Background: an optimization exercise with open tools, aiming at small area. Do not read the settings as production practice. Function was checked by simulation only, so behaviour that the tests miss may differ from the original. No activity file was given, so power comes from the tool's default toggle rates.

## weird64
module weird64 (
    input  wire        clk,
    input  wire        rst,
    input  wire        bus_valid,
    input  wire        bus_write,
    input  wire [7:0]  bus_addr,
    input  wire [2:0]  bus_size,
    input  wire [31:0] bus_wdata,
    output reg  [31:0] bus_rdata,
    output wire        bus_err,
    output wire        irq
);
For scale: about 81 I/O pins, ~45,000 sq um of cells after synthesis.
==> flow/config.mk <==
export PLATFORM = sky130hd
export DESIGN_NAME = weird64
export DESIGN_NICKNAME = weird64
export VERILOG_FILES = /design/flow/design.v
export SDC_FILE = /design/flow/constraint.sdc
export NUM_CORES = 4
export LEC_CHECK = 0
export CAP_MARGIN = 20
export CELL_PAD_IN_SITES_DETAIL_PLACEMENT = 1
export CELL_PAD_IN_SITES_GLOBAL_PLACEMENT = 1
export CORE_MARGIN = 2
export CORE_UTILIZATION = 40
export GPL_TIMING_DRIVEN = 0
export SLEW_MARGIN = 20
export SYNTH_HIERARCHICAL = 1
==> flow/constraint.sdc <==
create_clock -name core_clock -period 15.0 [get_ports {clk}]
set_input_delay 3.0000 -clock core_clock [delete_from_list [all_inputs] [get_ports {clk}]]
set_output_delay 3.0000 -clock core_clock [all_outputs]
set_load 0.01 [all_outputs]
standard.sh (not shown) runs the stock make flow with config.mk's settings and CLKGATE_MAP_FILE= SYNTH_SCRIPT=/design/flow/synth_recipe.tcl, a recipe that flattens the netlist after the stock synthesis.
==> flow/flow/run.sh <==
#!/bin/bash
# The standard layout (standard.sh: the standard flow's synthesis, floorplan, placement,
# CTS, routing), with two changes passed to the ORFS scripts:
# - the port buffers are the smallest buffer cell (buf_1) rather than the one
#   buffer_ports picks by default;
# - CTS inserts no dummy loads and uses clkbuf_8 buffers.
# The whole make output goes to flow_make.log in this folder; each ORFS step
# also keeps its own log under orfs/logs/.
set -euo pipefail
export BUFFER_PORTS_ARGS="-buffer_cell sky130_fd_sc_hd__buf_1"
export CTS_ARGS="-sink_clustering_enable -repair_clock_nets -dont_use_dummy_load -buf_list sky130_fd_sc_hd__clkbuf_16 -sink_clustering_size 28 -sink_clustering_max_diameter 90"
bash standard.sh > flow_make.log 2>&1
The baseline went through all stages and came out clean.
Rerun with:
--- a/flow/flow/run.sh
+++ b/flow/flow/run.sh
@@ -9,4 +9,4 @@
 set -euo pipefail
 export BUFFER_PORTS_ARGS="-buffer_cell sky130_fd_sc_hd__buf_1"
-export CTS_ARGS="-sink_clustering_enable -repair_clock_nets -dont_use_dummy_load -buf_list sky130_fd_sc_hd__clkbuf_16 -sink_clustering_size 28 -sink_clustering_max_diameter 90"
+export CTS_ARGS="-sink_clustering_enable -repair_clock_nets -dont_use_dummy_load -buf_list sky130_fd_sc_hd__clkbuf_16 -sink_clustering_size 22 -sink_clustering_max_diameter 80"
 bash standard.sh > flow_make.log 2>&1
GPL_TIMING_DRIVEN = not set   (was 0)
What happened: Power rises by 4.6%. Worst hold slack is worse by 19 ps. Final area falls by 1.5%. Routed wire length rises by 3.6%. Worst setup slack is better by 900 ps.
Rerun with:
--- a/flow/flow/run.sh
+++ b/flow/flow/run.sh
@@ -9,4 +9,4 @@
 set -euo pipefail
 export BUFFER_PORTS_ARGS="-buffer_cell sky130_fd_sc_hd__buf_1"
-export CTS_ARGS="-sink_clustering_enable -repair_clock_nets -dont_use_dummy_load -buf_list sky130_fd_sc_hd__clkbuf_16 -sink_clustering_size 22 -sink_clustering_max_diameter 80"
+export CTS_ARGS="-sink_clustering_enable -repair_clock_nets -dont_use_dummy_load -buf_list sky130_fd_sc_hd__clkbuf_8 -sink_clustering_size 14 -sink_clustering_max_diameter 50"
 bash standard.sh > flow_make.log 2>&1
=>
- sequential share of layout area decreases by 0.23 points
- die area does not change
- global-route usage rose by 0.26 points
Rerun with:
--- a/flow/flow/run.sh
+++ b/flow/flow/run.sh
@@ -9,4 +9,4 @@
 set -euo pipefail
 export BUFFER_PORTS_ARGS="-buffer_cell sky130_fd_sc_hd__buf_1"
-export CTS_ARGS="-sink_clustering_enable -repair_clock_nets -dont_use_dummy_load -buf_list sky130_fd_sc_hd__clkbuf_8 -sink_clustering_size 14 -sink_clustering_max_diameter 50"
+export CTS_ARGS="-sink_clustering_enable -repair_clock_nets -dont_use_dummy_load -buf_list sky130_fd_sc_hd__clkbuf_16 -sink_clustering_size 28 -sink_clustering_max_diameter 90"
 bash standard.sh > flow_make.log 2>&1
=> Clock-buffer cell count shrinks by 82. Power fell by 4.2%. Design area drops by 1.1%. Clock power went down by about 13%. Die area does not change. Utilization falls by 0.50 points. Wire length drops by 0.52%. Worst setup slack improves by 60 ps. Synthesized cell count is unchanged.

==> port drivers added, routing unchanged <==
Ports are ideal in the flow. The routed layouts listed here were re-timed in OpenROAD. Step 1, drivers: a clkbuf_16 drives clk and a buf_2 each remaining input, both assumed. Step 2 moves the port delays by t, midway between the first and last clock arrival at a register: inputs arrive t later, outputs are due t later. That takes back most of the time a late clock gives input paths. a / b / c = ideal / step 1 / step 2; a / b = the first two.
run | t (ns) | setup WS [ns] | worst hold slack (ns) | worst setup path after step 2 | cell pins on the clock port's net
the first run | 0.745 | 3.041 / 2.916 / 2.916 | 0.309 / 0.309 / 0.309 | input to output | 1
the second run | 0.725 | 3.937 / 3.914 / 3.914 | 0.290 / 0.290 / 0.290 | input to output | 1
the third run | 0.909 | 3.885 / 3.861 / 3.861 | 0.282 / 0.282 / 0.282 | input to output | 1
the fourth run | 0.764 | 3.945 / 3.922 / 3.922 | 0.312 / 0.312 / 0.312 | input to output | 1
After both steps every run listed still meets setup and hold. For the first run, which loses most, drivers alone change the setup slack by -0.125 ns; drivers and shift together by -0.125 ns.
